Background: an optimization exercise with open tools, aiming at small area. Do not read the settings as production practice. Only simulation tests tie the RTL to the original design; equivalence was not proved. No activity file was given, so power comes from the tool's default toggle rates. The clock port is modelled as an ideal driver; clocking choices that lean on that would not hold on a real chip.

## design/flow/config.mk

```make
export PLATFORM = sky130hd
export DESIGN_NAME = vospi_engine
export DESIGN_NICKNAME = vospi_engine
export VERILOG_FILES = /design/flow/design.v
export SDC_FILE = /design/flow/constraint.sdc
export NUM_CORES = 4
export LEC_CHECK = 0
export CAP_MARGIN = 20
export CORE_MARGIN = 2
export CORE_UTILIZATION = 40
export CTS_BUF_LIST = sky130_fd_sc_hd__clkbuf_16
export CTS_CLUSTER_DIAMETER = 70
export CTS_CLUSTER_SIZE = 36
export SLEW_MARGIN = 20
```

## design/flow/constraint.sdc

```tcl
create_clock -name core_clock -period 10.0 [get_ports {clk}]
set_input_delay 2.0000 -clock core_clock [delete_from_list [all_inputs] [get_ports {clk}]]
set_output_delay 2.0000 -clock core_clock [all_outputs]
set_load 0.01 [all_outputs]
```

## design/flow/design.v

```verilog
module vospi_crc16 (
    input  wire [15:0] crc_in,
    input  wire [15:0] data,
    output reg  [15:0] crc_out
);
    integer i;
    reg fb;
    always @* begin
        crc_out = crc_in;
        for (i = 15; i >= 0; i = i - 1) begin
            fb      = crc_out[15] ^ data[i];
            crc_out = {crc_out[14:0], 1'b0} ^ (fb ? 16'h1021 : 16'h0000);
        end
    end
endmodule
module vospi_engine #(
    parameter LINE_WIDTH   = 80,
    parameter PPS          = 60,       
    parameter SEGS_MULTI   = 4,        
    parameter MARKER_ID    = 20,
    parameter QUIET_MS     = 200
) (
    input  wire        clk,
    input  wire        rst,
    input  wire        cmd_valid,
    output wire        cmd_ready,
    input  wire [2:0]  cmd_op,
    input  wire [7:0]  cmd_hint,
    input  wire        cfg_ok,
    output wire        cfg_req,
    output reg         rsp_valid,
    output reg  [1:0]  rsp_code,
    output wire        rsp_active,
    input  wire [31:0] now,
    output wire        xfer_start,
    output wire        xfer_abort,
    input  wire        rx_valid,
    output wire        rx_ready,
    input  wire [15:0] rx_data,
    input  wire        pool_avail,
    input  wire [3:0]  pool_slot,
    output wire        acq_take,
    output wire        rel_valid,
    output wire        rel_used,
    output wire [3:0]  rel_slot,
    output wire        mem_we,
    output wire [3:0]  mem_slot,
    output wire [15:0] mem_addr,
    output wire [15:0] mem_wdata
);
    localparam SEG_WORDS = PPS * LINE_WIDTH;
    localparam HALF      = LINE_WIDTH / 2;           
    localparam [7:0] NEG_HALF = 256 - HALF;          
    localparam [6:0] W_CRC = LINE_WIDTH, W_HDR0 = LINE_WIDTH + 1, W_HDR1 = LINE_WIDTH + 2;
    localparam [2:0] OP_INIT = 3'd0, OP_DEINIT = 3'd1, OP_ABORT = 3'd2,
                     OP_RESTART = 3'd3;
    localparam [1:0] RES_OK = 2'd0, RES_ERR_TRANSPORT = 2'd1, RES_ERR_STATE = 2'd2;
    localparam [1:0] S_IDLE = 2'd0, S_COPY = 2'd1, S_DONE = 2'd2, S_SER = 2'd3;
    reg        initialised;
    reg        multi_segment;
    reg        streaming;
    reg        capturing;
    reg [5:0]  exp_pid;
    reg [1:0]  exp_seg;
    reg        slot_valid;
    reg [3:0]  slot;
    reg [1:0]  state;
    reg [6:0]  widx;                   
    reg [6:0]  rpos;                   
    reg [15:0] crc;
    reg        h_skip;                 
    reg        h_rule2;
    reg        h_bad;                  
    reg        hold_valid;
    reg [15:0] hold;
    reg [15:0] ring [0:LINE_WIDTH-1];
    reg        ser_run;                
    reg        ser_cmp;                
    reg        ser_rsp;                
    reg        el_brw;                 
    reg        el_acc;                 
    wire idle     = (state == S_IDLE);
    wire last_pos = (rpos == LINE_WIDTH - 1);
    wire [7:0] rdiff   = {1'b0, rpos} - {1'b0, widx};
    wire       at_tail = (rpos == widx);
    wire       at_half = (rdiff == HALF) || (rdiff == NEG_HALF);
    wire       aligned = at_tail || at_half;
    wire   payload    = (widx < LINE_WIDTH);
    assign cmd_ready  = idle;
    wire   cmd_fire   = cmd_valid && idle;
    assign rx_ready   = idle && !cmd_valid &&
                        (!payload || !hold_valid ||
                         (aligned && widx != LINE_WIDTH - 1));
    wire   rx_fire    = rx_valid && rx_ready && streaming;
    wire   is_last    = (widx == W_CRC);
    wire   ins        = idle && streaming && payload &&
                        (hold_valid || (rx_valid && !cmd_valid));
    wire [15:0] ins_data = hold_valid ? hold : rx_data;
    assign rsp_active = initialised && streaming && capturing;
    wire [4:0] bit_k = rpos[4:0];      
    wire ser_end  = (state == S_SER) && ser_run && (rpos == 7'd31);
    wire n_bit    = now[bit_k];
    wire l_bit    = ring[LINE_WIDTH-1][0];
    wire brw_in   = (bit_k != 5'd0) && el_brw;
    wire d_bit    = n_bit ^ l_bit ^ brw_in;
    wire acc_next = (bit_k < 5'd3) ? 1'b0 :
                    (bit_k == 5'd6 || bit_k == 5'd7) ? (el_acc && d_bit) :
                    (el_acc || d_bit);
    wire quiet_ok = acc_next;          
    wire ser_load = (state == S_SER) && ser_run && !ser_cmp;
    always @(posedge clk) begin
        el_brw <= (!n_bit && l_bit) || (!(n_bit ^ l_bit) && brw_in);
        el_acc <= acc_next;
    end
    wire [15:0] crc_next;
    vospi_crc16 u_crc (
        .crc_in ((widx == W_HDR0) ? 16'h0000 : crc),
        .data   (rx_data),
        .crc_out(crc_next)
    );
    wire crc_ok = (((widx == W_HDR0) ? 16'h0000 : crc) == rx_data);
    wire [11:0] pkt_id  = rx_data[11:0];
    wire [2:0]  seg_raw = rx_data[14:12];
    wire c_dontcare = (pkt_id[11:8] == 4'hF);
    wire c_rule1    = (exp_pid == 6'd0) && (pkt_id != 12'd0);
    wire c_marker   = multi_segment && (pkt_id == MARKER_ID);
    wire c_rule2    = c_marker && (exp_seg == 2'd0) && (seg_raw != 3'd1);
    wire c_bad      = (pkt_id != {6'd0, exp_pid}) ||
                      (c_marker && (seg_raw != {1'b0, exp_seg} + 3'd1));
    wire ev        = rx_fire && is_last && initialised && capturing && !h_skip;
    wire ev_desync = ev && !h_rule2 && (h_bad || !crc_ok);
    wire ev_accept = ev && !h_rule2 && !h_bad && crc_ok;
    wire ev_acq    = ev_accept && !slot_valid && pool_avail;
    wire pid_wrap   = (exp_pid == PPS - 1);
    wire frame_done = pid_wrap && (!multi_segment || exp_seg == SEGS_MULTI - 1);
    wire done       = (state == S_DONE);
    assign cfg_req    = cmd_fire && (cmd_op == OP_INIT) && !initialised;
    assign xfer_abort = (cmd_fire && initialised && streaming &&
                         (cmd_op == OP_DEINIT || cmd_op == OP_ABORT)) || ev_desync;
    assign xfer_start = ser_end && ser_cmp && quiet_ok;
    wire   deinit_rel = cmd_fire && initialised && (cmd_op == OP_DEINIT) && slot_valid;
    assign acq_take  = ev_acq || (done && frame_done && pool_avail);
    assign rel_valid = (done && frame_done) || deinit_rel;
    assign rel_used  = !idle;
    assign rel_slot  = slot;
    wire [10:0] wline = exp_seg * (SEG_WORDS / 16) + exp_pid * (LINE_WIDTH / 16) + rpos[6:4];
    assign mem_we    = (state == S_COPY);
    assign mem_slot  = slot;
    assign mem_addr  = {wline, rpos[3:0], 1'b0};
    assign mem_wdata = ring[LINE_WIDTH-1];
    genvar gi;
    generate
        for (gi = 0; gi < LINE_WIDTH; gi = gi + 1) begin : g_ring
            if (gi == 0) begin : g_ins0
                wire [15:0] r0_in = (ins && at_tail) ? ins_data : ring[LINE_WIDTH-1];
                always @(posedge clk)
                    ring[gi] <= {r0_in[15:1], ser_load ? n_bit : r0_in[0]};
            end else if (gi == HALF) begin : g_ins1
                always @(posedge clk)
                    ring[gi] <= (ins && at_half) ? ins_data : ring[gi-1];
            end else begin : g_shift
                always @(posedge clk)
                    ring[gi] <= ring[gi-1];
            end
        end
    endgenerate
    always @(posedge clk) begin
        if (rst || last_pos)
            rpos <= 7'd0;
        else
            rpos <= rpos + 7'd1;
    end
    always @(posedge clk) begin
        rsp_valid  <= 1'b0;
        if (rst) begin
            initialised <= 1'b0;
            streaming   <= 1'b0;
            capturing   <= 1'b0;
            state       <= S_IDLE;
            widx        <= W_HDR0;
            hold_valid  <= 1'b0;
        end else begin
            if (cmd_fire) begin
                rsp_valid <= 1'b1;
                rsp_code  <= RES_OK;
                ser_run   <= 1'b0;
                ser_cmp   <= 1'b0;
                ser_rsp   <= 1'b1;
                case (cmd_op)
                OP_INIT: begin
                    if (initialised) begin
                        rsp_code <= RES_ERR_STATE;
                    end else begin
                        if (!cfg_ok) begin
                            rsp_code <= RES_ERR_TRANSPORT;
                        end else begin
                            multi_segment <= (cmd_hint > 8'd1);
                            exp_pid       <= 6'd0;
                            exp_seg       <= 2'd0;
                            streaming     <= 1'b0;
                            capturing     <= 1'b0;
                            slot_valid    <= 1'b0;
                            initialised   <= 1'b1;
                            rsp_valid     <= 1'b0;
                            state         <= S_SER;
                        end
                    end
                end
                OP_DEINIT, OP_ABORT: begin
                    if (!initialised) begin
                        rsp_code <= RES_ERR_STATE;
                    end else begin
                        streaming   <= 1'b0;
                        capturing   <= 1'b0;
                        exp_pid     <= 6'd0;
                        exp_seg     <= 2'd0;
                        widx        <= W_HDR0;
                        hold_valid  <= 1'b0;
                        if (cmd_op == OP_DEINIT) begin
                            slot_valid  <= 1'b0;
                            initialised <= 1'b0;
                        end
                        rsp_valid   <= 1'b0;
                        state       <= S_SER;
                    end
                end
                OP_RESTART: begin
                    if (initialised) begin
                        capturing <= 1'b1;
                        if (!streaming) begin
                            ser_cmp   <= 1'b1;
                            rsp_valid <= 1'b0;
                            state     <= S_SER;
                        end
                    end
                end
                default: ;
                endcase
            end
            if (rx_fire) begin
                crc <= crc_next;
                if (!payload)
                    widx <= (widx == W_HDR1) ? 7'd0 : widx + 7'd1;
                if (widx == W_HDR0) begin
                    h_skip  <= c_dontcare || c_rule1;
                    h_rule2 <= c_rule2;
                    h_bad   <= c_bad;
                end
                if (payload && (hold_valid || !aligned)) begin
                    hold       <= rx_data;
                    hold_valid <= 1'b1;
                end
            end
            if (ins && aligned) begin
                widx <= widx + 7'd1;
                if (!rx_fire)
                    hold_valid <= 1'b0;
            end
            if (ev) begin
                if (h_rule2) begin
                    exp_pid <= 6'd0;
                end else if (ev_desync) begin
                    streaming   <= 1'b0;
                    capturing   <= 1'b0;
                    exp_pid     <= 6'd0;
                    exp_seg     <= 2'd0;
                    ser_run     <= 1'b0;
                    ser_cmp     <= 1'b0;
                    ser_rsp     <= 1'b0;
                    state       <= S_SER;
                end else if (!slot_valid && !pool_avail) begin
                    capturing <= 1'b0;
                end else begin
                    if (!slot_valid) begin
                        slot_valid <= 1'b1;
                        slot       <= pool_slot;
                    end
                    state <= S_COPY;
                    widx  <= 7'd0;
                end
            end
            case (state)
            S_COPY: begin
                widx <= widx + 7'd1;
                if (widx == LINE_WIDTH - 1) begin
                    state <= S_DONE;
                    widx  <= W_HDR0;
                end
            end
            S_DONE: begin
                state <= S_IDLE;
                if (pid_wrap) begin
                    exp_pid <= 6'd0;
                    if (multi_segment)
                        exp_seg <= exp_seg + 2'd1;
                    if (frame_done) begin
                        if (pool_avail) begin
                            slot <= pool_slot;
                        end else begin
                            slot_valid <= 1'b0;
                            capturing  <= 1'b0;
                        end
                    end
                end else begin
                    exp_pid <= exp_pid + 6'd1;
                end
            end
            S_SER: begin
                if (last_pos)
                    ser_run <= 1'b1;
                if (ser_end) begin
                    state     <= S_IDLE;
                    rsp_valid <= ser_rsp;
                    if (ser_cmp && quiet_ok) begin
                        streaming  <= 1'b1;
                        widx       <= W_HDR0;
                        hold_valid <= 1'b0;
                    end
                end
            end
            default: ;
            endcase
        end
    end
endmodule
```

## design/flow/flow/run.sh

```bash
#!/bin/bash
# The standard layout (standard.sh), with two changes:
#  - each port gets the smallest buffer, sky130_fd_sc_hd__buf_1;
#  - clock tree synthesis with its own clustering settings and no dummy
#    loads added to balance the tree.
# The make output goes to flow.log in the work folder; ORFS's own per-step
# logs stay under orfs/logs.
set -euo pipefail
export BUFFER_PORTS_ARGS="-buffer_cell sky130_fd_sc_hd__buf_1"
export CTS_ARGS="-sink_clustering_enable -repair_clock_nets -sink_clustering_size 34 -sink_clustering_max_diameter 100 -buf_list sky130_fd_sc_hd__clkbuf_16 -dont_use_dummy_load"
bash standard.sh > flow.log 2>&1
```

## design/flow/standard.sh

```bash
#!/bin/bash
# synth_recipe.tcl (not shown) runs the flow's synth.tcl, then flattens the netlist and writes it again
# the make line also repeats each setting of config.mk as NAME=value (left out here)
make -C /OpenROAD-flow-scripts/flow DESIGN_CONFIG=/design/flow/config.mk WORK_HOME=/design/flow/orfs CLKGATE_MAP_FILE= SYNTH_SCRIPT=/design/flow/synth_recipe.tcl "${@:-finish}"
```

==> results by group, run 1 <==
Min path
  • Min-Delay Path Class: reg2reg

Yosys
  • Avg Cell Area, Syn: 15.64 sq um
  • Count leader, synth: dfxtp_1
  • Syn Inst Count: 2072
  • Post-Syn Nets: 2191
  • Synthesized cell area: 0.03241 sq mm
  • Synth Register Bits: 1357
  • Register area share after synthesis: 85.48%
  • Cell taking the most area after synthesis: dfxtp_1
  • Top post-synthesis cells by area: dfxtp_1 (80%), edfxtp_1 (5.0%), xnor2_1 (1.7%)
  • Async S/R FF share, synth: 0%
  • Main synth FF type: dfxtp_1
  • Distinct cells, synth: 61
  • Share of the synthesized area in the top cell type: 80.48%
  • YS warnings: 3
  • Top post-synthesis cells by count: dfxtp_1 (1303), nand2_1 (83), nor2_1 (69)
  • Number of synthesized flops with an enable pin: 54

Timing
  • Final min period: 6.811 ns
  • Fmax: 0.1468 GHz
  • Hold Vio Cnt, Final: 0
  • RSZ-0062 raised after global routing: no
  • Final cycle utilization of the critical path: 68.11%
  • Total negative setup slack: 0 ns
  • Clock skew: 0.1018 ns
  • Relative slew slack: 31.73%
  • Final setup margin: 3.189 ns
  • Count of final setup violators: 0
  • Max-slew violations: 0
  • Slew @ Worst Pin: 1.023 ns

Floorplan
  • Core area: 0.08042 sq mm
  • DIE AREA: 0.08333 sq mm
  • Die height: 288.7 um
  • FP Rows: 104
  • # IOs: 122
  • Die X: 288.7 um
  • Starting Density: 40.31%

Place
  • Dpl ws: 3.137 ns
  • I/O Buffers: 119
  • Dpl hpwl: 29.14 mm
  • Final GP Congestion: 0.7718

Worst setup path
  • Worst path bufs/invs: 3
  • Critical path type: in2out
  • Crit path launch type: input port
  • Crit-path slowest cell: or4_1
  • CP max stage delay: 0.76 ns
  • Crit path top cell by count: buf_1
  • Critical-path cell list: buf_1, xnor2_1, nand3_1, o32ai_1, o2111ai_1, or4_1, o31ai_4, nand2_4, inv_1, buf_1
  • Worst path required time: 8.00 ns
  • Crit-path max FO: 10
  • Arrival time worst endpoint: 4.81 ns
  • CP top delay family: simple AND/OR/NAND/NOR gates
  • Crit end category: output pin

Global routing
  • First-pass GRT wire length: 75.18 mm
  • Initial antenna violation count: 3
  • Largest net degree at the start of global routing: 35
  • GR Overflow Total: 0
  • Vias in the first global route: 13840
  • All-Layer GR Usage: 11.41%

Layout
  • Fillers: 7101
  • Multi-input logic area: 0.004238 sq mm
  • Area grow syn2layout: 8.481%
  • FF/Latch Area: 0.02771 sq mm
  • Nets: 2306
  • Share of cells above drive strength 1: 3.982%
  • Fin util: 43.73%

Route
  • WL/cell: 14.42 um
  • Via count: 13660
  • Iteration-0 DRC Markers: 668
  • DR DRC count: 0
  • Via/cell ratio: 4.209
  • Routed wire length: 46.80 mm
  • Antenna Nets Post-Route: 0
  • Drt pass-1 iters: 5

Power and ir drop
  • Tot Pwr: 0.007984 W
  • PwrDens: 227.1 mW/mm^2
  • Switch share: 19.83%
  • Flop pwr share: 68.5%
  • Clock share of power: 28.7%
  • Combinational Power Share: 2.9%
  • Internal power: 0.006401 W
  • Leak: 13.51 nW
  • Switching power: 0.001583 W
  • Peak VDD IR: 0.1156 mV

Clock network
  • Cts repair resizes: 0
  • Clk sinks: 1357
  • H-tree depth: 2
  • Postcts setup bufs: 0
  • TritonCTS clock tree: yes
  • CTS root buffer: clkbuf_16
  • Clk latency of the worst-skew pair: 0.64 ns
  • Clk buf depth: 3
  • Hold-fix buffers, CTS: 0
  • Clk slew on worst S/H paths: 0.11 ns
  • TritonCTS Buffers: 47

Flow run
  • Maximum Capacitance Violations: 0

Run status
  • Status: complete, no violations
==> final cells by class <==
class	instances	share of cell area, %
multi-input cells	598	12.05
inverters	57	0.6085
clock buffers	47	3.345
diodes	1	0.007117
well taps	1060	3.772
flip-flops and latches	1357	78.80
repair buffers	126	1.420
==> layer usage <==
layer	wire length [um]	track usage, %
met3	2276	2.591
met4	916	2.887
met1	24210	16.77
met2	19370	17.00
met5	28	0
==> kinds of logic (layout without fill, tap and decap cells) <==
group,count (synthesis),in the layout,share of synthesized area (%)
AOI/OAI and AO/OA,150,150,2.853
muxes,32,32,1.440
other,1,2,0.01157
DFF,1357,1357,85.48
adders and majority gates,50,50,2.092
and+or+nand+nor,274,274,4.161
xor gates and xnor gates,91,91,2.459
buffers and inverters,117,230,1.505
==> through the flow <==
step           hold WS (ns)  instances  cell area, sq um
3_3_place_gp         0.3100       3198             33980
4_1_cts              0.2746       3245             35150
5_1_grt              0.2773       3245             35160
2_1_floorplan        0.3096       2072             32410
3_5_place_dp         0.3121       3198             33980
6_report             0.2828       3246             35160
==> cells in the final DEF, fill, tap and decap left out, types with 5 or more instances in the layout <==
cell type and instances:
ha_1 43, xnor2_1 64, nor2_1 68, buf_1 119, nor3_1 19, xor2_1 27
a211oi_1 5, dfxtp_1 1303, mux2i_1 17, nand2_1 83, a21o_1 5, mux4_2 10
nand4_1 10, or2_2 6, or4_1 5, o31ai_1 7, inv_1 57, clkbuf_16 47
nand3_1 20, fa_1 7, o21ai_0 61, nand2b_1 11, edfxtp_1 54, o32ai_1 5
and3_1 6, nor4_1 10, buf_4 7, and2_1 6, nor2b_1 6, a31oi_1 10
a21oi_1 32
==> power by group through the flow <==
| stage | clock, W | sequential [W] | combinational (W) |
|---|---|---|---|
| after CTS | 0.00238 | 0.00547 | 0.000238 |
| after floorplan | 0 | 0.00558 | 0.000166 |
| after detailed placement | 0 | 0.00559 | 0.000235 |
| after global routing | 0.00256 | 0.00547 | 0.000260 |
| final | 0.00229 | 0.00547 | 0.000228 |
| after global placement | 0 | 0.00559 | 0.000235 |
==> flip-flops by register name, indices dropped and copies added (netlist names), 2 cells and up <==
name / flops
exp_seg: 2
hold: 16
crc: 16
state: 2
slot: 4
widx: 7
rpos: 7
exp_pid: 6
rsp_code: 2
ring: 1280
==> worst paths after layout <==
kind              depth (start not counted)         from     endpoint  slack, ns
setup / recovery                         10  rx_data[14]     acq_take       3.19
hold / removal                            0   ring[9][5]  ring[10][5]       0.28
setup reg to reg                         11      rpos[0]      crc[13]       5.43
hold reg to reg                           0   ring[9][5]  ring[10][5]       0.28
==> inputs of run 2 (changes only) <==
==> design/flow/flow/run.sh (replaced) <==
#!/bin/bash
set -euo pipefail
export BUFFER_PORTS_ARGS="-buffer_cell sky130_fd_sc_hd__buf_1"
export CTS_ARGS="-sink_clustering_enable -repair_clock_nets -sink_clustering_size 35 -sink_clustering_max_diameter 120 -buf_list sky130_fd_sc_hd__clkbuf_16 -dont_use_dummy_load"
bash standard.sh > flow.log 2>&1
==> run 2 against run 1 <==
Still clean on timing, DRC and antenna. Sequential cell count stayed put. Synthesized cell count stayed put. Via count is 0.23% higher. Hold slack better by 0.0066 ns. Final cell count hardly changed. Wire length is 0.15% higher. First-iteration DRC count is 6.6% higher. Register-to-register slack better by 0.03 ns. Combinational power hardly changed. Core utilization is 0.062 points lower. Power is 0.42% lower. Sequential share of layout area is 0.11 points higher. Critical path type unchanged. Largest cell class unchanged.
==> results by group, run 2 <==
Clock network
  • Clk buf depth: 3 (unchanged)
  • Postcts setup bufs: 0 (unchanged)
  • Clk latency of the worst-skew pair: 0.62 ns (was 0.64 ns)
  • TritonCTS Buffers: 45 (was 47)
  • Clk sinks: 1357 (unchanged)
  • TritonCTS clock tree: yes (unchanged)
  • H-tree depth: 2 (unchanged)
  • Cts repair resizes: 0 (unchanged)
  • Clk slew on worst S/H paths: 0.12 ns (was 0.11 ns)
  • Hold-fix buffers, CTS: 0 (unchanged)
  • CTS root buffer: clkbuf_16 (unchanged)

Power and ir drop
  • PwrDens: 226.4 mW/mm^2 (was 227.1 mW/mm^2)
  • Peak VDD IR: 0.1096 mV (was 0.1156 mV)
  • Tot Pwr: 0.007950 W (was 0.007984 W)
  • Leak: 13.49 nW (was 13.51 nW)

Yosys
  • Synth Register Bits: 1357 (unchanged)
  • Top post-synthesis cells by area: dfxtp_1 (80%), edfxtp_1 (5.0%), xnor2_1 (1.7%) (unchanged)
  • Distinct cells, synth: 61 (unchanged)
  • Synthesized cell area: 0.03241 sq mm (unchanged)
  • Share of the synthesized area in the top cell type: 80.48% (unchanged)
  • YS warnings: 3 (unchanged)
  • Main synth FF type: dfxtp_1 (unchanged)
  • Syn Inst Count: 2072 (unchanged)
  • Avg Cell Area, Syn: 15.64 sq um (unchanged)
  • Async S/R FF share, synth: 0% (unchanged)
  • Count leader, synth: dfxtp_1 (unchanged)
  • Post-Syn Nets: 2191 (unchanged)
  • Top post-synthesis cells by count: dfxtp_1 (1303), nand2_1 (83), nor2_1 (69) (unchanged)
  • Register area share after synthesis: 85.48% (unchanged)
  • Cell taking the most area after synthesis: dfxtp_1 (unchanged)
  • Number of synthesized flops with an enable pin: 54 (unchanged)

Route
  • DR DRC count: 0 (unchanged)
  • Drt pass-1 iters: 5 (unchanged)
  • WL/cell: 14.45 um (was 14.42 um)
  • Iteration-0 DRC Markers: 712 (was 668)
  • Via count: 13700 (was 13660)
  • Antenna Nets Post-Route: 0 (unchanged)
  • Via/cell ratio: 4.222 (was 4.209)
  • Routed wire length: 46.87 mm (was 46.80 mm)

Floorplan
  • FP Rows: 104 (unchanged)
  • Die X: 288.7 um (unchanged)
  • # IOs: 122 (unchanged)
  • DIE AREA: 0.08333 sq mm (unchanged)
  • Core area: 0.08042 sq mm (unchanged)
  • Die height: 288.7 um (unchanged)
  • Starting Density: 40.31% (unchanged)

Place
  • Final GP Congestion: 0.7718 (unchanged)
  • I/O Buffers: 119 (unchanged)
  • Dpl hpwl: 29.14 mm (unchanged)

Layout
  • FF/Latch Area: 0.02771 sq mm (unchanged)
  • Max reg flops: 1280 (unchanged)
  • Area grow syn2layout: 8.326% (was 8.481%)
  • Fillers: 7103 (was 7101)
  • Commonest non-fill, non-tap cell in the layout: dfxtp_1 (unchanged)
  • Nets: 2304 (was 2306)
  • Share of cells above drive strength 1: 3.894% (was 3.982%)
  • Multi-input logic area: 0.004238 sq mm (unchanged)
  • Most frequent cells in the layout: dfxtp_1 (1303), buf_1 (119), nand2_1 (83) (unchanged)
  • Largest Register: ring (unchanged)
  • Fin util: 43.66% (was 43.73%)
  • Largest registers: ring x1280, crc x16, hold x16 (unchanged)

Timing
  • Relative slew slack: 33.40% (was 31.73%)
  • Final cycle utilization of the critical path: 67.94% (was 68.11%)
  • Fmax: 0.1472 GHz (was 0.1468 GHz)
  • Max-slew violations: 0 (unchanged)
  • Total negative setup slack: 0 ns (unchanged)
  • Slew @ Worst Pin: 0.9980 ns (was 1.023 ns)
  • Clock skew: 0.06164 ns (was 0.1018 ns)
  • Hold Vio Cnt, Final: 0 (unchanged)
  • Count of final setup violators: 0 (unchanged)
  • RSZ-0062 raised after global routing: no (unchanged)
  • Final min period: 6.794 ns (was 6.811 ns)

Worst setup path
  • Critical path type: in2out (unchanged)
  • Arrival time worst endpoint: 4.79 ns (was 4.81 ns)
  • Crit path launch type: input port (unchanged)
  • Critical-path cell list: buf_1, xnor2_1, nand3_1, o32ai_1, o2111ai_1, or4_1, o31ai_4, nand2_4, inv_1, buf_1 (unchanged)
  • Crit end category: output pin (unchanged)
  • Crit-path max FO: 10 (unchanged)
  • Crit path top cell by count: buf_1 (unchanged)
  • Crit-path slowest cell: or4_1 (unchanged)
  • CP max stage delay: 0.76 ns (about the same)
  • Worst path required time: 8.00 ns (about the same)
  • Flop2flop setup slack: 5.46 ns (was 5.43 ns)

Min path
  • Min-Delay Path Class: reg2reg (unchanged)

Run status
  • Status: complete, no violations (unchanged)

Global routing
  • Vias in the first global route: 13810 (was 13840)
  • First-pass GRT wire length: 74.98 mm (was 75.18 mm)
  • All-Layer GR Usage: 11.35% (was 11.41%)
  • Initial antenna violation count: 3 (unchanged)
  • Largest net degree at the start of global routing: 36 (was 35)
  • GR Overflow Total: 0 (unchanged)

Flow run
  • Maximum Capacitance Violations: 0 (unchanged)
==> run 2: where the power goes <==
group	total, W	switching, W	internal (W)
logic	0.000228	0.000132	0.0000958
clock network	0.00226	0.00144	0.000821
registers	0.00547	0.0000138	0.00545
total	0.00795	0.00158	0.00637
==> run 2: per-stage QoR <==
step | cells | setup WS (ns) | hold slack, ns | area (sq um)
detailed placement | 3198 | 3.137 | 0.3121 | 33980
global placement | 3198 | 3.169 | 0.3100 | 33980
global route | 3243 | 2.952 | 0.3043 | 35110
floorplan | 2072 | 3.754 | 0.3096 | 32410
finish | 3244 | 3.206 | 0.2894 | 35110
CTS | 3243 | 3.125 | 0.2964 | 35100
==> run 2: critical path, delay by kind of cell <==
family | cells | cell delay [ns]
compound gates | 3 | 0.94
xor+xnor | 1 | 0.19
buf+inv | 3 | 0.69
simple gates | 3 | 0.96
==> run 2: cell families (layout without fill, tap and decap cells) <==
family	Yosys count	after routing	synth area share, %
other	1	2	0.01157
buffers and inverters	117	228	1.505
flip-flops	1357	1357	85.48
XOR/XNOR	91	91	2.459
AND/OR/NAND/NOR	274	274	4.161
AO/OA/AOI/OAI	150	150	2.853
multiplexers	32	32	1.440
adder cells (fa/ha/maj)	50	50	2.092
==> run 2: final cells by class <==
type,instances,share of cell area [%]
flip-flops and latches,1357,78.91
multi-input cells,598,12.07
well taps,1060,3.777
clock buffers,45,3.207
repair buffers,126,1.422
inverters,57,0.6093
diodes,1,0.007127
==> run 2: path summary, 6_finish.rpt <==
path / startpoint / to / cells past startpoint
worst max-delay path: rx_data[14] / acq_take / 10
worst min-delay path: ring[14][5] / ring[15][5] / 0
worst max register to register: rpos[0] / crc[1] / 11
worst min register to register: ring[14][5] / ring[15][5] / 0
==> run 2: routing by layer <==
layer	track usage (%)	vias to the layer above	routed length (um)
met5	0	-	28
met4	3.131	4	986
met3	2.220	70	2244
met2	16.92	262	19410
met1	16.81	6522	24200
li1	-	6837	-
==> inputs of run 3 (changes only) <==
--- a/design/flow/design.v
+++ b/design/flow/design.v
@@ -64,6 +64,7 @@
     reg [1:0]  exp_seg;
     reg        slot_valid;
     reg [3:0]  slot;
+    reg [15:0] lr_lo, lr_hi;           
     reg [1:0]  state;
     reg [6:0]  widx;                   
     reg [6:0]  rpos;                   
@@ -75,6 +76,7 @@
     reg [15:0] hold;
     reg [15:0] ring [0:LINE_WIDTH-1];
     reg        ser_run;                
+    reg        ser_hi;                 
     reg        ser_cmp;                
     reg        ser_rsp;                
     reg        el_brw;                 
@@ -97,10 +99,14 @@
                         (hold_valid || (rx_valid && !cmd_valid));
     wire [15:0] ins_data = hold_valid ? hold : rx_data;
     assign rsp_active = initialised && streaming && capturing;
-    wire [4:0] bit_k = rpos[4:0];      
-    wire ser_end  = (state == S_SER) && ser_run && (rpos == 7'd31);
-    wire n_bit    = now[bit_k];
-    wire l_bit    = ring[LINE_WIDTH-1][0];
+    wire [3:0] bit_j = rpos[3:0];
+    wire [4:0] bit_k = {ser_hi, bit_j};
+    wire turn_end = (state == S_SER) && ser_run && (bit_j == 4'd15);
+    wire ser_end  = turn_end && (ser_hi || !ser_cmp);
+    wire n_lo     = now[bit_j];
+    wire n_hi     = now[16 + bit_j];
+    wire n_bit    = ser_hi ? n_hi : n_lo;
+    wire l_bit    = ser_hi ? lr_hi[0] : lr_lo[0];
     wire brw_in   = (bit_k != 5'd0) && el_brw;
     wire d_bit    = n_bit ^ l_bit ^ brw_in;
     wire acc_next = (bit_k < 5'd3) ? 1'b0 :
@@ -109,6 +115,8 @@
     wire quiet_ok = acc_next;          
     wire ser_load = (state == S_SER) && ser_run && !ser_cmp;
     always @(posedge clk) begin
+        lr_lo  <= {ser_load ? n_lo : lr_lo[0], lr_lo[15:1]};
+        lr_hi  <= {ser_load ? n_hi : lr_hi[0], lr_hi[15:1]};
         el_brw <= (!n_bit && l_bit) || (!(n_bit ^ l_bit) && brw_in);
         el_acc <= acc_next;
     end
@@ -118,7 +126,7 @@
         .data   (rx_data),
         .crc_out(crc_next)
     );
-    wire crc_ok = (((widx == W_HDR0) ? 16'h0000 : crc) == rx_data);
+    wire crc_ok = (crc_next == 16'h0000);
     wire [11:0] pkt_id  = rx_data[11:0];
     wire [2:0]  seg_raw = rx_data[14:12];
     wire c_dontcare = (pkt_id[11:8] == 4'hF);
@@ -152,9 +160,8 @@
     generate
         for (gi = 0; gi < LINE_WIDTH; gi = gi + 1) begin : g_ring
             if (gi == 0) begin : g_ins0
-                wire [15:0] r0_in = (ins && at_tail) ? ins_data : ring[LINE_WIDTH-1];
                 always @(posedge clk)
-                    ring[gi] <= {r0_in[15:1], ser_load ? n_bit : r0_in[0]};
+                    ring[gi] <= (ins && at_tail) ? ins_data : ring[LINE_WIDTH-1];
             end else if (gi == HALF) begin : g_ins1
                 always @(posedge clk)
                     ring[gi] <= (ins && at_half) ? ins_data : ring[gi-1];
@@ -184,6 +191,7 @@
                 rsp_valid <= 1'b1;
                 rsp_code  <= RES_OK;
                 ser_run   <= 1'b0;
+                ser_hi    <= 1'b0;
                 ser_cmp   <= 1'b0;
                 ser_rsp   <= 1'b1;
                 case (cmd_op)
@@ -265,6 +273,7 @@
                     exp_pid     <= 6'd0;
                     exp_seg     <= 2'd0;
                     ser_run     <= 1'b0;
+                    ser_hi      <= 1'b0;
                     ser_cmp     <= 1'b0;
                     ser_rsp     <= 1'b0;
                     state       <= S_SER;
@@ -306,8 +315,10 @@
                 end
             end
             S_SER: begin
-                if (last_pos)
+                if (bit_j == 4'd15)
                     ser_run <= 1'b1;
+                if (turn_end)
+                    ser_hi <= 1'b1;
                 if (ser_end) begin
                     state     <= S_IDLE;
                     rsp_valid <= ser_rsp;
==> design/flow/flow/run.sh (replaced) <==
#!/bin/bash
set -euo pipefail
export BUFFER_PORTS_ARGS="-buffer_cell sky130_fd_sc_hd__buf_1"
export CTS_ARGS="-sink_clustering_enable -repair_clock_nets -sink_clustering_size 36 -sink_clustering_max_diameter 70 -buf_list sky130_fd_sc_hd__clkbuf_16 -dont_use_dummy_load"
bash standard.sh > flow.log 2>&1
==> run 3 against run 2 <==
Sequential power up 3%. Final cell count up 1.4%. Critical endpoint unchanged. Still clean on timing, DRC and antenna. Power up 4.1%. Design area up 3.0%. Highest routed layer is now met4. Largest cell class unchanged. Core utilization up 0.33 points. Clock power up 5%. Maximum frequency down 7.5%. Non-clock buffer count unchanged. Sequential share of layout area down 0.48 points. Wire length up 1.7%. Combinational power up 25%. Global-route usage down 0.21 points.
==> results by group, run 3 <==
Power and ir drop
  • Peak VDD IR: 0.1489 mV (was 0.1096 mV)
  • Switching power: 0.001654 W (was 0.001582 W)
  • Flop pwr share: 67.7% (was 68.8%)
  • Clock share of power: 28.8% (was 28.4%)
  • Leak: 14.05 nW (was 13.49 nW)
  • Combinational Power Share: 3.4% (was 2.9%)
  • PwrDens: 228.7 mW/mm^2 (was 226.4 mW/mm^2)
  • Internal power: 0.006622 W (was 0.006369 W)
  • Switch share: 19.99% (was 19.89%)

Clock network
  • Postcts setup bufs: 0 (unchanged)
  • TritonCTS Buffers: 51 (was 45)
  • Clk latency of the worst-skew pair: 0.65 ns (was 0.62 ns)
  • Clk buf depth: 3 (unchanged)
  • Clk sinks: 1390 (was 1357)
  • Hold-fix buffers, CTS: 0 (unchanged)
  • Clk slew on worst S/H paths: 0.11 ns (was 0.12 ns)
  • CTS root buffer: clkbuf_16 (unchanged)
  • TritonCTS clock tree: yes (unchanged)
  • H-tree depth: 2 (unchanged)
  • Cts repair resizes: 0 (unchanged)

Yosys
  • Syn Inst Count: 2092 (was 2072)
  • Async S/R FF share, synth: 0% (unchanged)
  • Top post-synthesis cells by count: dfxtp_1 (1335), nor2_1 (70), nand2_1 (64) (was dfxtp_1 (1303), nand2_1 (83), nor2_1 (69))
  • Synth Register Bits: 1390 (was 1357)
  • Distinct cells, synth: 72 (was 61)
  • Number of synthesized flops with an enable pin: 55 (was 54)
  • Avg Cell Area, Syn: 15.91 sq um (was 15.64 sq um)
  • Count leader, synth: dfxtp_1 (unchanged)
  • Main synth FF type: dfxtp_1 (unchanged)
  • Post-Syn Nets: 2211 (was 2191)
  • YS warnings: 3 (unchanged)
  • Cell taking the most area after synthesis: dfxtp_1 (unchanged)
  • Synthesized cell area: 0.03328 sq mm (was 0.03241 sq mm)
  • Share of the synthesized area in the top cell type: 80.29% (was 80.48%)
  • Register area share after synthesis: 85.26% (was 85.48%)
  • Top post-synthesis cells by area: dfxtp_1 (80%), edfxtp_1 (5.0%), ha_1 (1.6%) (was dfxtp_1 (80%), edfxtp_1 (5.0%), xnor2_1 (1.7%))

Layout
  • Area grow syn2layout: 8.706% (was 8.326%)
  • Most frequent cells in the layout: dfxtp_1 (1334), buf_1 (119), nor2_1 (70) (was dfxtp_1 (1303), buf_1 (119), nand2_1 (83))
  • Commonest non-fill, non-tap cell in the layout: dfxtp_1 (unchanged)
  • Largest Register: ring (unchanged)
  • Fillers: 7376 (was 7103)
  • Fin util: 44.00% (was 43.66%)
  • Max reg flops: 1280 (unchanged)
  • Share of cells above drive strength 1: 4.281% (was 3.894%)
  • Nets: 2340 (was 2304)

Route
  • Drt pass-1 iters: 5 (unchanged)
  • Iteration-0 DRC Markers: 676 (was 712)
  • DR DRC count: 0 (unchanged)
  • Antenna Nets Post-Route: 0 (unchanged)
  • WL/cell: 14.49 um (was 14.45 um)
  • Via/cell ratio: 4.266 (was 4.222)
  • Via count: 14040 (was 13700)
  • Routed wire length: 47.66 mm (was 46.87 mm)

Global routing
  • Vias in the first global route: 13780 (was 13810)
  • All-Layer GR Usage: 11.14% (was 11.35%)
  • Largest net degree at the start of global routing: 37 (was 36)
  • GR Overflow Total: 0 (unchanged)
  • Initial antenna violation count: 3 (unchanged)
  • First-pass GRT wire length: 75.87 mm (was 74.98 mm)

Timing
  • Total negative setup slack: 0 ns (unchanged)
  • Slew @ Worst Pin: 0.9420 ns (was 0.9980 ns)
  • RSZ-0062 raised after global routing: no (unchanged)
  • Clock skew: 0.08941 ns (was 0.06164 ns)
  • Final setup margin: 2.655 ns (was 3.206 ns)
  • Relative slew slack: 36.40% (was 33.40%)
  • Max-slew violations: 0 (unchanged)
  • Final min period: 7.345 ns (was 6.794 ns)
  • Final cycle utilization of the critical path: 73.45% (was 67.94%)
  • Hold Vio Cnt, Final: 0 (unchanged)
  • Fmax: 0.1361 GHz (was 0.1472 GHz)
  • Count of final setup violators: 0 (unchanged)

Worst setup path
  • Worst path required time: 8.00 ns (about the same)
  • Crit end category: output pin (unchanged)
  • Flop2flop setup slack: 5.67 ns (was 5.46 ns)
  • Crit path launch type: input port (unchanged)
  • Arrival time worst endpoint: 5.35 ns (was 4.79 ns)
  • Crit-path max FO: 12 (was 10)
  • Critical path type: in2out (unchanged)

Place
  • I/O Buffers: 119 (unchanged)
  • Dpl hpwl: 31.07 mm (was 29.14 mm)
  • Dpl ws: 2.646 ns (was 3.137 ns)
  • Final GP Congestion: 0.8339 (was 0.7718)

Floorplan
  • Starting Density: 40.47% (was 40.31%)
  • Core area: 0.08224 sq mm (was 0.08042 sq mm)
  • # IOs: 122 (unchanged)
  • DIE AREA: 0.08554 sq mm (was 0.08333 sq mm)
  • FP Rows: 105 (was 104)
  • Die X: 292.5 um (was 288.7 um)
  • Die height: 292.5 um (was 288.7 um)

Run status
  • Status: complete, no violations (unchanged)

Flow run
  • Maximum Capacitance Violations: 0 (unchanged)

Min path
  • Min-Delay Path Class: reg2reg (unchanged)
## run 3: changes by cell type after synthesis, sizes merged, moves of 7 or more
cell / change
a21oi: +17
a31oi: -7
clkbuf: -10
dfxtp: +32
nand2: -21
o21ai: -20
xnor3: +8
## run 3: path summary, 6_finish.rpt
check / start / end / cells after the start
max: rx_data[14] / acq_take / 11
min: ring[25][3] / ring[26][3] / 0
max reg2reg: rpos[0] / hold[2] / 12
min reg2reg: ring[25][3] / ring[26][3] / 0
## run 3: worst max-delay path, stage by stage
cell and delay (ns):
buf_1 0.51, xnor3_1 0.60, xnor2_1 0.30, xnor2_1 0.14
xnor2_1 0.16, a2111oi_1 0.65, nand4_2 0.32, nor3_2 0.26
o21ai_2 0.16, inv_1 0.09, buf_1 0.15
## run 3: cells by family (layout without fill, tap and decap cells)
kind of cell,after synthesis,after routing,share of synthesized area [%]
AO/OA/AOI/OAI,165,165,3.271
XOR/XNOR,98,98,2.955
adder cells (fa/ha/maj),50,50,2.037
buffers and inverters,104,231,1.304
flip-flops,1390,1390,85.26
multiplexers,37,37,1.568
other,1,2,0.01127
AND/OR/NAND/NOR,247,247,3.597
## run 3: power by group through the flow
stage | combinational (W) | sequential, W | clock [W]
CTS | 0.000289 | 0.00561 | 0.00247
detailed placement | 0.000288 | 0.00573 | 0
global route | 0.000318 | 0.00561 | 0.00266
floorplan | 0.000209 | 0.00572 | 0
finish | 0.000285 | 0.00561 | 0.00238
global placement | 0.000284 | 0.00573 | 0
## run 3: layout make-up
type | count | area, sq um | area share [%]
sequential | 1390 | 28380 | 78.43
multi-input combinational | 598 | 4484 | 12.39
tap | 1070 | 1339 | 3.700
clock buffer | 51 | 1276 | 3.527
timing repair buffer | 126 | 499.2 | 1.380
inverter | 54 | 202.7 | 0.5602
antenna | 1 | 2.502 | 0.006916
## run 3: per-layer routing
layer / global-route usage [%] / share of wire [%] / routed length [um] / vias up
met1: 16.88 / 52 / 24970 / 6685
met3: 2.034 / 4.7 / 2231 / 72
met2: 16.02 / 40 / 19270 / 294
li1: - / - / - / 6984
met5: 0 / 0 / 0 / -
met4: 3.602 / 2.5 / 1194 / 0
## run 3: stage by stage
stage / cell area (sq um) / power (W) / cells / hold WS (ns)
final: 36180 / 0.008276 / 3290 / 0.2594
after global routing: 36180 / 0.008588 / 3289 / 0.2459
after CTS: 36180 / 0.008368 / 3289 / 0.2540
after detailed placement: 34900 / 0.006020 / 3238 / 0.3121
after global placement: 34900 / 0.006015 / 3238 / 0.3097
after floorplan: 33280 / 0.005928 / 2092 / 0.3096
==> inputs of run 4 (changes only) <==
==> design/flow/run.sh (new file) <==
#!/bin/bash
# synth_recipe.tcl (not shown) runs the flow's synth.tcl, then flattens the netlist and writes it again
# the make line also repeats each setting of config.mk as NAME=value (left out here)
make -C /OpenROAD-flow-scripts/flow DESIGN_CONFIG=/design/flow/config.mk WORK_HOME=/design/flow/orfs CLKGATE_MAP_FILE= SYNTH_SCRIPT=/design/flow/synth_recipe.tcl finish
removed: design/flow/flow/run.sh
removed: design/flow/standard.sh
==> run 4 against run 3 <==
Sequential cell count unchanged. Critical path depth is the same. Clock-buffer cell count up 1. Still clean on timing, DRC and antenna. Critical endpoint unchanged. Global-route usage grew 0.094 points. Design area is 2.9% higher. First-iteration DRC count rose by 10%. Wire length is 1.2% higher.
==> results by group, run 4 <==
Run status
  • Status: complete, no violations (unchanged)

Yosys
  • Synthesized cell area: 0.03328 sq mm (unchanged)
  • Register area share after synthesis: 85.26% (unchanged)
  • Avg Cell Area, Syn: 15.91 sq um (unchanged)
  • Syn Inst Count: 2092 (unchanged)
  • Distinct cells, synth: 72 (unchanged)
  • Share of the synthesized area in the top cell type: 80.29% (unchanged)
  • Count leader, synth: dfxtp_1 (unchanged)
  • Post-Syn Nets: 2211 (unchanged)
  • Main synth FF type: dfxtp_1 (unchanged)
  • YS warnings: 3 (unchanged)
  • Top post-synthesis cells by area: dfxtp_1 (80%), edfxtp_1 (5.0%), ha_1 (1.6%) (unchanged)
  • Async S/R FF share, synth: 0% (unchanged)
  • Cell taking the most area after synthesis: dfxtp_1 (unchanged)
  • Top post-synthesis cells by count: dfxtp_1 (1335), nor2_1 (70), nand2_1 (64) (unchanged)
  • Synth Register Bits: 1390 (unchanged)
  • Number of synthesized flops with an enable pin: 55 (unchanged)

Worst setup path
  • Crit path launch type: input port (unchanged)
  • Worst path bufs/invs: 3 (unchanged)
  • Arrival time worst endpoint: 6.09 ns (was 5.35 ns)
  • Crit path top cell by count: xnor2_1 (unchanged)
  • Crit-path slowest cell: clkdlybuf4s50_1 (was a2111oi_1)
  • Critical-path cell list: clkdlybuf4s50_1, xnor3_1, xnor2_1, xnor2_1, xnor2_1, a2111oi_1, nand4_2, nor3_2, o21ai_2, inv_1, clkdlybuf4s50_1 (was buf_1, xnor3_1, xnor2_1, xnor2_1, xnor2_1, a2111oi_1, nand4_2, nor3_2, o21ai_2, inv_1, buf_1)
  • Critical path type: in2out (unchanged)
  • Worst path required time: 8.00 ns (about the same)
  • Crit-path max FO: 12 (unchanged)
  • CP top delay family: buffers and inverters (was XOR/XNOR gates)
  • Crit end category: output pin (unchanged)
  • CP max stage delay: 0.84 ns (was 0.65 ns)

Floorplan
  • FP Rows: 105 (unchanged)
  • Core area: 0.08224 sq mm (unchanged)
  • DIE AREA: 0.08554 sq mm (unchanged)
  • Die height: 292.5 um (unchanged)
  • Die X: 292.5 um (unchanged)
  • Starting Density: 40.47% (unchanged)
  • # IOs: 122 (unchanged)

Power and ir drop
  • Leak: 14.50 nW (was 14.05 nW)
  • Internal power: 0.006757 W (was 0.006622 W)
  • Flop pwr share: 65.5% (was 67.7%)
  • Combinational Power Share: 3.8% (was 3.4%)
  • Switch share: 21.08% (was 19.99%)
  • Peak VDD IR: 0.1559 mV (was 0.1489 mV)
  • Clock share of power: 30.7% (was 28.8%)
  • PwrDens: 229.9 mW/mm^2 (was 228.7 mW/mm^2)
  • Switching power: 0.001804 W (was 0.001654 W)

Clock network
  • Clk latency of the worst-skew pair: 0.66 ns (was 0.65 ns)
  • CTS root buffer: clkbuf_16 (unchanged)
  • Clk slew on worst S/H paths: 0.12 ns (was 0.11 ns)
  • Clk sinks: 1390 (unchanged)
  • TritonCTS clock tree: yes (unchanged)
  • TritonCTS Buffers: 51 (unchanged)
  • Postcts setup bufs: 0 (unchanged)
  • H-tree depth: 2 (unchanged)
  • Clk buf depth: 3 (unchanged)
  • Cts repair resizes: 0 (unchanged)
  • Hold-fix buffers, CTS: 0 (unchanged)

Route
  • Via/cell ratio: 4.242 (was 4.266)
  • Drt pass-1 iters: 6 (was 5)
  • Antenna Nets Post-Route: 0 (unchanged)
  • DR DRC count: 0 (unchanged)
  • WL/cell: 14.58 um (was 14.49 um)
  • Routed wire length: 48.23 mm (was 47.66 mm)
  • Via count: 14030 (was 14040)
  • Iteration-0 DRC Markers: 746 (was 676)

Timing
  • Hold Vio Cnt, Final: 0 (unchanged)
  • Slew @ Worst Pin: 1.072 ns (was 0.9420 ns)
  • Max-slew violations: 0 (unchanged)
  • Relative slew slack: 28.41% (was 36.40%)
  • RSZ-0062 raised after global routing: no (unchanged)
  • Clock skew: 0.04286 ns (was 0.08941 ns)
  • Final min period: 8.088 ns (was 7.345 ns)
  • Final cycle utilization of the critical path: 80.88% (was 73.45%)
  • Fmax: 0.1236 GHz (was 0.1361 GHz)
  • Count of final setup violators: 0 (unchanged)
  • Total negative setup slack: 0 ns (unchanged)

Layout
  • Nets: 2339 (was 2340)
  • Most frequent cells in the layout: dfxtp_1 (1335), clkdlybuf4s50_1 (119), nor2_1 (70) (was dfxtp_1 (1334), buf_1 (119), nor2_1 (70))
  • Area grow syn2layout: 11.89% (was 8.706%)
  • Commonest non-fill, non-tap cell in the layout: dfxtp_1 (unchanged)
  • Final non-filler cell total: 3307 (was 3290)
  • Share of cells above drive strength 1: 4.875% (was 4.281%)
  • Largest Register: ring (unchanged)
  • Max reg flops: 1280 (unchanged)

Global routing
  • Largest net degree at the start of global routing: 38 (was 37)
  • Vias in the first global route: 14140 (was 13780)
  • GR Overflow Total: 0 (unchanged)
  • Initial antenna violation count: 0 (was 3)
  • All-Layer GR Usage: 11.24% (was 11.14%)
  • First-pass GRT wire length: 76.63 mm (was 75.87 mm)

Place
  • DP Cell Count: 3237 (was 3238)
  • Final GP Congestion: 0.8250 (was 0.8339)
  • I/O Buffers: 119 (unchanged)
  • Dpl hpwl: 31.30 mm (was 31.07 mm)

Flow run
  • Maximum Capacitance Violations: 0 (unchanged)

Min path
  • Min-Delay Path Class: reg2reg (unchanged)
[run 4: kinds of logic after synthesis]
logic type	Yosys count	share of synthesized area [%]
fa+ha+maj	50	2.037
flops	1390	85.26
mux	37	1.568
other cells	1	0.01127
compound gates	165	3.271
simple gates	247	3.597
buf+inv	104	1.304
xor+xnor	98	2.955
[run 4: metal layers]
metal	track usage [%]	part of all wire, %
met5	0	0
met4	4.428	3.5
met3	1.920	3.9
met2	16.33	40
met1	16.64	52
[run 4: worst reg2reg max path: stages (launching register included)]
cell     delay (ns)
dfxtp_1        0.80
inv_1          0.27
ha_1           0.27
nor2b_1        0.21
o21ai_0        0.15
a21o_1         0.23
and2_1         0.19
o311a_1        0.38
o31a_1         0.44
o211a_1        0.33
or2_1          0.28
nor3_1         0.40
[run 4: power by group through the flow]
stage,logic [W],registers (W),clock network (W)
global route,0.000359,0.00561,0.00290
global placement,0.000328,0.00573,0
finish,0.000326,0.00561,0.00263
detailed placement,0.000330,0.00573,0
CTS,0.000332,0.00561,0.00272
floorplan,0.000209,0.00572,0
[run 4: path summary, 6_finish.rpt]
path | start | end | slack, ns | depth (start not counted)
worst max-delay path | rx_data[14] | acq_take | 1.91 | 11
worst min-delay path | ring[28][3] | ring[29][3] | 0.30 | 0
worst max register to register | rpos[0] | h_bad | 5.71 | 11
worst min register to register | ring[28][3] | ring[29][3] | 0.30 | 0
[run 4: cell type report]
cell class / count / area (sq um)
Antenna cell: 1 / 2.502
Fill cell: 7123 / 45000
Timing Repair Buffer: 125 / 1236
Clock inverter: 17 / 299.0
Tap cell: 1070 / 1339
Multi-Input combinational cell: 598 / 4484
Inverter: 54 / 202.7
Clock buffer: 52 / 1301
Sequential cell: 1390 / 28380
[run 4: through the flow]
stage               area [sq um]  hold slack [ns]  worst slack [ns]  util [%]  total power (W)
floorplan                  33280           0.3096             3.772         -         0.005928
finish                     37240           0.2963             1.912     45.28         0.008561
global route               37240           0.2924             1.701     45.28         0.008867
detailed placement         35640           0.3121             1.889     43.33         0.006063
CTS                        37240           0.2874             1.874     45.28         0.008662
global placement           35640           0.3095             1.909     43.33         0.006060
==> inputs of run 5 (changes only) <==
==> design/flow/flow/run.sh (new file) <==
#!/bin/bash
set -euo pipefail
export BUFFER_PORTS_ARGS="-buffer_cell sky130_fd_sc_hd__buf_1"
export CTS_ARGS="-sink_clustering_enable -repair_clock_nets -sink_clustering_size 40 -sink_clustering_max_diameter 45 -buf_list sky130_fd_sc_hd__clkbuf_16 -dont_use_dummy_load"
bash standard.sh > flow.log 2>&1
==> design/flow/standard.sh (new file) <==
#!/bin/bash
# synth_recipe.tcl (not shown) runs the flow's synth.tcl, then flattens the netlist and writes it again
# the make line also repeats each setting of config.mk as NAME=value (left out here)
make -C /OpenROAD-flow-scripts/flow DESIGN_CONFIG=/design/flow/config.mk WORK_HOME=/design/flow/orfs CLKGATE_MAP_FILE= SYNTH_SCRIPT=/design/flow/synth_recipe.tcl "${@:-finish}"
==> design/flow/config.mk (replaced) <==
export PLATFORM = sky130hd
export DESIGN_NAME = vospi_engine
export DESIGN_NICKNAME = vospi_engine
export VERILOG_FILES = /design/flow/design.v
export SDC_FILE = /design/flow/constraint.sdc
export NUM_CORES = 4
export LEC_CHECK = 0
export CAP_MARGIN = 20
export CORE_MARGIN = 2
export CORE_UTILIZATION = 70
export PLACE_DENSITY = 0.8
export SLEW_MARGIN = 20
removed: design/flow/run.sh
==> run 5 against run 4 <==
Hold slack lost 0.047 ns. Critical endpoint unchanged. Die area shrank 42%. Maximum frequency grew 8.5%. Final cell count shrank 14%. First-iteration DRC count up 48%. Sequential share of layout area up 1.9 points. Power is 4.8% higher. Via count up 4.2%. Synthesized cell count did not move. Clock-buffer cell count rose by 29. Core utilization up 32 points. Still clean.
==> results by group, run 5 <==
Worst setup path
  • Reg2reg path depth: 12 (was 11)
  • Crit-path max FO: 12 (unchanged)
  • Crit path launch type: input port (unchanged)
  • Arrival time worst endpoint: 5.45 ns (was 6.09 ns)
  • Critical path type: in2out (unchanged)
  • Flop2flop setup slack: 5.76 ns (was 5.71 ns)
  • FF-to-FF Start: rpos[0] (unchanged)
  • Crit end category: output pin (unchanged)
  • Worst path required time: 8.00 ns (about the same)
  • Reg2Reg Capture Point: hold[8] (was h_bad)

Floorplan
  • FP Rows: 79 (was 105)
  • Die X: 222.1 um (was 292.5 um)
  • Core area: 0.04675 sq mm (was 0.08224 sq mm)
  • # IOs: 122 (unchanged)
  • Starting Density: 71.19% (was 40.47%)
  • Die height: 222.1 um (was 292.5 um)
  • DIE AREA: 0.04931 sq mm (was 0.08554 sq mm)

Yosys
  • Synthesized cell area: 0.03328 sq mm (unchanged)
  • Top post-synthesis cells by area: dfxtp_1 (80%), edfxtp_1 (5.0%), ha_1 (1.6%) (unchanged)
  • Mux cell area share after synthesis: 1.568% (unchanged)
  • Synth Register Bits: 1390 (unchanged)
  • YS warnings: 3 (unchanged)
  • Register area share after synthesis: 85.26% (unchanged)
  • Largest family of logic cells by synthesized area: simple AND/OR/NAND/NOR gates (unchanged)
  • Count leader, synth: dfxtp_1 (unchanged)
  • Synth Area in Adders: 2.037% (unchanged)
  • Post-synthesis simple-gate area fraction: 3.597% (unchanged)
  • Compound-cell area share of the yosys netlist: 3.270% (unchanged)
  • Share of the synthesized area in the top cell type: 80.29% (unchanged)
  • Main synth FF type: dfxtp_1 (unchanged)
  • Post-Syn Nets: 2211 (unchanged)
  • Number of synthesized flops with an enable pin: 55 (unchanged)
  • Async S/R FF share, synth: 0% (unchanged)
  • Top post-synthesis cells by count: dfxtp_1 (1335), nor2_1 (70), nand2_1 (64) (unchanged)
  • Syn Inst Count: 2092 (unchanged)
  • Cell taking the most area after synthesis: dfxtp_1 (unchanged)
  • Avg Cell Area, Syn: 15.91 sq um (unchanged)
  • Distinct cells, synth: 72 (unchanged)
  • Xor/xnor share of the synthesized area: 2.955% (unchanged)

Route
  • Antenna Nets Post-Route: 0 (unchanged)
  • WL/cell: 20.26 um (was 14.58 um)
  • Via/cell ratio: 5.119 (was 4.242)
  • Routed wire length: 57.86 mm (was 48.23 mm)
  • Iteration-0 DRC Markers: 1107 (was 746)
  • Drt pass-1 iters: 5 (was 6)
  • Via count: 14620 (was 14030)
  • DR DRC count: 0 (unchanged)

Clock network
  • H-tree depth: 3 (was 2)
  • Clk latency of the worst-skew pair: 0.65 ns (was 0.66 ns)
  • TritonCTS Buffers: 81 (was 51)
  • CTS root buffer: clkbuf_16 (unchanged)
  • Clk buf depth: 3 (unchanged)
  • Clk sinks: 1390 (unchanged)
  • Cts repair resizes: 0 (unchanged)
  • Clk slew on worst S/H paths: 0.09 ns (was 0.12 ns)
  • TritonCTS clock tree: yes (unchanged)
  • Postcts setup bufs: 0 (unchanged)
  • Hold-fix buffers, CTS: 0 (unchanged)

Min path
  • Min-Delay Path Class: reg2reg (unchanged)
  • Hold path cells: 0 (unchanged)
  • Hold endpoint: ring[9][3] (was ring[29][3])
  • Hold wc startpoint: ring[8][3] (was ring[28][3])

Layout
  • ANT cells: 0 (was 1)
  • Max reg flops: 1280 (unchanged)
  • Fin util: 77.75% (was 45.28%)
  • Nets: 2370 (was 2339)
  • Most frequent cells in the layout: dfxtp_1 (1335), buf_1 (119), clkbuf_16 (81) (was dfxtp_1 (1335), clkdlybuf4s50_1 (119), nor2_1 (70))
  • Multi-input logic area: 0.004484 sq mm (unchanged)
  • Share of cells above drive strength 1: 5.514% (was 4.875%)
  • Commonest non-fill, non-tap cell in the layout: dfxtp_1 (unchanged)
  • FF/Latch Area: 0.02838 sq mm (unchanged)
  • Largest Register: ring (unchanged)
  • Area grow syn2layout: 9.210% (was 11.89%)
  • Fillers: 2499 (was 7123)

Timing
  • Final cycle utilization of the critical path: 74.52% (was 80.88%)
  • RSZ-0062 raised after global routing: no (unchanged)
  • Slew @ Worst Pin: 1.088 ns (was 1.072 ns)
  • Fmax: 0.1342 GHz (was 0.1236 GHz)
  • Relative slew slack: 26.56% (was 28.41%)
  • Hold Vio Cnt, Final: 0 (unchanged)
  • Final min period: 7.452 ns (was 8.088 ns)
  • Clock skew: 0.09033 ns (was 0.04286 ns)
  • Count of final setup violators: 0 (unchanged)
  • Total negative setup slack: 0 ns (unchanged)
  • Max-slew violations: 0 (unchanged)

Global routing
  • GR Overflow Total: 0 (unchanged)
  • Initial antenna violation count: 1 (was 0)
  • All-Layer GR Usage: 24.18% (was 11.24%)
  • First-pass GRT wire length: 90.55 mm (was 76.63 mm)
  • Vias in the first global route: 15640 (was 14140)
  • Largest net degree at the start of global routing: 39 (was 38)

Place
  • Dpl hpwl: 32.79 mm (was 31.30 mm)
  • I/O Buffers: 119 (unchanged)
  • Final GP Congestion: 0.8692 (was 0.8250)

Power and ir drop
  • Leak: 14.42 nW (was 14.50 nW)
  • PwrDens: 246.8 mW/mm^2 (was 229.9 mW/mm^2)
  • Peak VDD IR: 0.1890 mV (was 0.1559 mV)

Flow run
  • Maximum Capacitance Violations: 0 (unchanged)

Run status
  • Status: complete, no violations (unchanged)
==> run 5: kinds of logic (layout without fill, tap and decap cells) <==
logic type      after synthesis  count (layout)
compound gates              165             165
buf+inv                     104             261
simple gates                247             247
fa+ha+maj                    50              50
flops                      1390            1390
other cells                   1               1
mux                          37              37
xor+xnor                     98              98
==> run 5: worst max-delay path, stage by stage <==
cell and delay (ns):
buf_1 0.61, xnor3_1 0.61, xnor2_1 0.31, xnor2_1 0.13, xnor2_1 0.16, a2111oi_1 0.69, nand4_2 0.29, nor3_2 0.23
o21ai_2 0.16, inv_1 0.10, buf_1 0.16
==> run 5: metal layers <==
layer | vias to the layer above | track usage (%) | part of all wire [%]
met1 | 7065 | 31.96 | 44
met4 | 2 | 7.236 | 2.1
met3 | 107 | 3.578 | 4.1
met2 | 415 | 41.73 | 50
met5 | - | 0 | 0.022
li1 | 7032 | - | -
==> run 5: worst max path at each step <==
stage           startpoint        to  slack [ns]  cells after the start
3_3_place_gp   rx_data[14]  acq_take        2.59                     11
3_5_place_dp   rx_data[14]  acq_take        2.58                     11
6_report       rx_data[14]  acq_take        2.55                     11
4_1_cts        rx_data[14]  acq_take        2.59                     11
5_1_grt        rx_data[14]  acq_take        2.29                     11
2_1_floorplan  rx_data[13]  acq_take        3.77                      9
==> run 5: report_power, final <==
group          internal, W  switching [W]
Combinational     0.000116       0.000163
Sequential         0.00558      0.0000184
Clock              0.00144        0.00165
Total              0.00714        0.00183
==> run 5: per-stage QoR <==
stage	worst slack, ns	hold WS (ns)	instances	power, W	instance area (sq um)
floorplan	3.772	0.3096	2092	0.005928	33280
global placement	2.594	0.3096	2775	0.005994	34320
detailed placement	2.575	0.3121	2775	0.006005	34320
CTS	2.588	0.2484	2856	0.009019	36350
global route	2.294	0.2432	2856	0.009231	36350
finish	2.548	0.2490	2856	0.008970	36350
==> run 5: area by class of cell <==
| cell class | count | share of cell area, % |
|---|---|---|
| inverters | 54 | 0.5576 |
| repair buffers | 126 | 1.373 |
| clock buffers | 81 | 5.576 |
| flip-flops and latches | 1390 | 78.07 |
| multi-input cells | 598 | 12.34 |
| well taps | 607 | 2.089 |
==> inputs of run 6 (changes only) <==
==> design/flow/flow/run.sh (replaced) <==
#!/bin/bash
set -euo pipefail
export BUFFER_PORTS_ARGS="-buffer_cell sky130_fd_sc_hd__buf_1"
export CTS_ARGS="-sink_clustering_enable -repair_clock_nets -sink_clustering_size 44 -sink_clustering_max_diameter 50 -buf_list sky130_fd_sc_hd__clkbuf_16 -dont_use_dummy_load"
bash standard.sh > flow.log 2>&1
--- a/design/flow/config.mk
+++ b/design/flow/config.mk
@@ -7,6 +7,5 @@
 export LEC_CHECK = 0
 export CAP_MARGIN = 20
 export CORE_MARGIN = 2
-export CORE_UTILIZATION = 70
-export PLACE_DENSITY = 0.8
+export CORE_UTILIZATION = 60
 export SLEW_MARGIN = 20
==> run 6 against run 5 <==
Still clean on timing, DRC and antenna. Final cell count grew 4.7%. Clock-buffer cell count shrank 8. Power shrank 2.9%. Design area is essentially flat. Setup slack lost 0.11 ns.
==> results by group, run 6 <==
Worst setup path
  • Crit end category: output pin (unchanged)
  • Crit-path slowest cell: a2111oi_1 (unchanged)
  • Flop2flop setup slack: 5.73 ns (was 5.76 ns)
  • Critical path type: in2out (unchanged)
  • Reg2reg path depth: 11 (was 12)
  • FF-to-FF Start: rpos[0] (unchanged)
  • Arrival time worst endpoint: 5.56 ns (was 5.45 ns)
  • Crit path launch type: input port (unchanged)
  • Reg2Reg Capture Point: h_bad (was hold[8])
  • Worst path bufs/invs: 3 (unchanged)
  • Crit-path max FO: 12 (unchanged)
  • CP max stage delay: 0.66 ns (was 0.69 ns)

Floorplan
  • Die X: 239.5 um (was 222.1 um)
  • DIE AREA: 0.05737 sq mm (was 0.04931 sq mm)
  • # IOs: 122 (unchanged)
  • Die height: 239.5 um (was 222.1 um)
  • Core area: 0.05499 sq mm (was 0.04675 sq mm)

Flow run
  • Maximum Capacitance Violations: 0 (unchanged)

Yosys
  • Share of the synthesized area in the top cell type: 80.29% (unchanged)
  • Count leader, synth: dfxtp_1 (unchanged)
  • Post-Syn Nets: 2211 (unchanged)
  • Distinct cells, synth: 72 (unchanged)
  • Cell taking the most area after synthesis: dfxtp_1 (unchanged)
  • Xor/xnor share of the synthesized area: 2.955% (unchanged)
  • Mux cell area share after synthesis: 1.568% (unchanged)
  • Number of synthesized flops with an enable pin: 55 (unchanged)
  • Async S/R FF share, synth: 0% (unchanged)
  • Synth Area in Adders: 2.037% (unchanged)
  • Main synth FF type: dfxtp_1 (unchanged)
  • Largest family of logic cells by synthesized area: simple AND/OR/NAND/NOR gates (unchanged)
  • Post-synthesis simple-gate area fraction: 3.597% (unchanged)
  • Syn Inst Count: 2092 (unchanged)
  • YS warnings: 3 (unchanged)

Route
  • Routed wire length: 47.10 mm (was 57.86 mm)
  • Via/cell ratio: 4.690 (was 5.119)
  • DR DRC count: 0 (unchanged)
  • Antenna Nets Post-Route: 0 (unchanged)
  • Via count: 14030 (was 14620)
  • WL/cell: 15.75 um (was 20.26 um)
  • Drt pass-1 iters: 7 (was 5)
  • Iteration-0 DRC Markers: 721 (was 1107)

Timing
  • Clock skew: 0.09997 ns (was 0.09033 ns)
  • Total negative setup slack: 0 ns (unchanged)
  • Final min period: 7.560 ns (was 7.452 ns)
  • Max-slew violations: 0 (unchanged)
  • Relative slew slack: 34.27% (was 26.56%)

Layout
  • Post-route cell area: 0.03634 sq mm (was 0.03635 sq mm)
  • Area grow syn2layout: 9.168% (was 9.210%)
  • Largest Register: ring (unchanged)
  • Nets: 2363 (was 2370)
  • Most frequent cells in the layout: dfxtp_1 (1335), buf_1 (119), clkbuf_16 (73) (was dfxtp_1 (1335), buf_1 (119), clkbuf_16 (81))

Clock network
  • Cts repair resizes: 0 (unchanged)
  • CTS root buffer: clkbuf_16 (unchanged)
  • Hold-fix buffers, CTS: 0 (unchanged)
  • Clk buf depth: 3 (unchanged)
  • TritonCTS Buffers: 73 (was 81)
  • H-tree depth: 3 (unchanged)
  • Clk latency of the worst-skew pair: 0.63 ns (was 0.65 ns)
  • TritonCTS clock tree: yes (unchanged)
  • Clk sinks: 1390 (unchanged)

Power and ir drop
  • PwrDens: 239.6 mW/mm^2 (was 246.8 mW/mm^2)

Min path
  • Hold endpoint: ring[9][3] (unchanged)
  • Hold wc startpoint: ring[8][3] (unchanged)

Global routing
  • Vias in the first global route: 14050 (was 15640)
  • Initial antenna violation count: 1 (unchanged)
  • Largest net degree at the start of global routing: 38 (was 39)
  • First-pass GRT wire length: 74.77 mm (was 90.55 mm)

Place
  • Dpl hpwl: 29.11 mm (was 32.79 mm)
  • I/O Buffers: 119 (unchanged)
  • DP Area: 0.03451 sq mm (was 0.03432 sq mm)

Run status
  • Status: complete, no violations (unchanged)
-- run 6: cell counts after synthesis --
No cell type changed its count.
-- run 6: cells by family (layout without fill, tap and decap cells) --
| group | count (synthesis) | count (layout) |
|---|---|---|
| AOI/OAI and AO/OA | 165 | 165 |
| xor gates and xnor gates | 98 | 98 |
| adders and majority gates | 50 | 50 |
| buffers and inverters | 104 | 254 |
| DFF | 1390 | 1390 |
| muxes | 37 | 37 |
| other | 1 | 2 |
| and+or+nand+nor | 247 | 247 |
-- run 6: cell type report --
cell class / count / area [sq um]
tap: 748 / 935.9
multi-input combinational: 598 / 4484
clock buffer: 73 / 1827
inverter: 54 / 202.7
fill: 3950 / 18650
antenna: 1 / 2.502
sequential: 1390 / 28380
timing repair buffer: 127 / 506.7
-- run 6: worst max-delay path by stage --
stage / from / endpoint / slack, ns / cells after the start
2_1_floorplan: rx_data[13] / acq_take / 3.77 / 9
3_3_place_gp: rx_data[14] / acq_take / 2.50 / 11
3_5_place_dp: rx_data[14] / acq_take / 2.45 / 11
4_1_cts: rx_data[14] / acq_take / 2.44 / 11
5_1_grt: rx_data[14] / acq_take / 2.08 / 11
6_report: rx_data[14] / acq_take / 2.44 / 11
-- run 6: metal layers --
layer	global-route usage (%)	share of wire, %
met5	0	0
met4	5.871	2.7
met3	3.388	3.8
met2	25.47	42
met1	24.50	51
-- run 6: per-stage QoR --
stage / utilization [%] / worst slack (ns) / instances / hold slack [ns] / total power (W)
after global placement: 62.76 / 2.505 / 2917 / 0.3099 / 0.006001
after floorplan: - / 3.772 / 2092 / 0.3096 / 0.005928
final: 66.08 / 2.440 / 2991 / 0.2527 / 0.008707
after detailed placement: 62.76 / 2.447 / 2917 / 0.3121 / 0.006006
after CTS: 66.08 / 2.436 / 2990 / 0.2590 / 0.008811
after global routing: 66.08 / 2.080 / 2990 / 0.2527 / 0.009044
-- run 6: where the power goes --
part / internal [W] / switching, W / leakage [nW] / total (W)
clock: 0.00130 / 0.00153 / 0.900 / 0.00283
sequential: 0.00558 / 0.0000185 / 11.3 / 0.00560
combinational: 0.000116 / 0.000157 / 2.16 / 0.000272

what the ideal ports hide:
How much do the figures lean on ideal ports? The routed layouts below were timed once more, with nothing changed but the port constraints. Step 1: set_driving_cell puts a clkbuf_16 on clk and a buf_2 on each other input, an assumption about the parent block. Step 2 adds t to the input delays and takes it off the output delays; t is the mean of the earliest and latest rising clock arrival at the registers after step 1. Input paths then give back, and output paths get back, about the clock's delay inside the block. a / b / c = no drivers / after step 1 / after step 2; a / b = the first two.
| run | shift t [ns] | setup slack, ns | pins driven straight from the clock port |
|---|---|---|---|
| run 1 | 0.657 | 3.189 / 3.081 / 3.081 | 1 |
| run 2 | 0.649 | 3.206 / 3.105 / 3.105 | 1 |
| run 3 | 0.650 | 2.655 / 2.610 / 2.610 | 1 |
| run 4 | 0.694 | 1.912 / 1.874 / 1.874 | 1 |
| run 5 | 0.663 | 2.548 / 2.522 / 2.522 | 1 |
| run 6 | 0.642 | 2.440 / 2.416 / 2.416 | 1 |
After both steps every run listed still meets setup and hold. For run 1, which loses most, drivers alone change the setup slack by -0.108 ns; drivers and shift together by -0.108 ns.
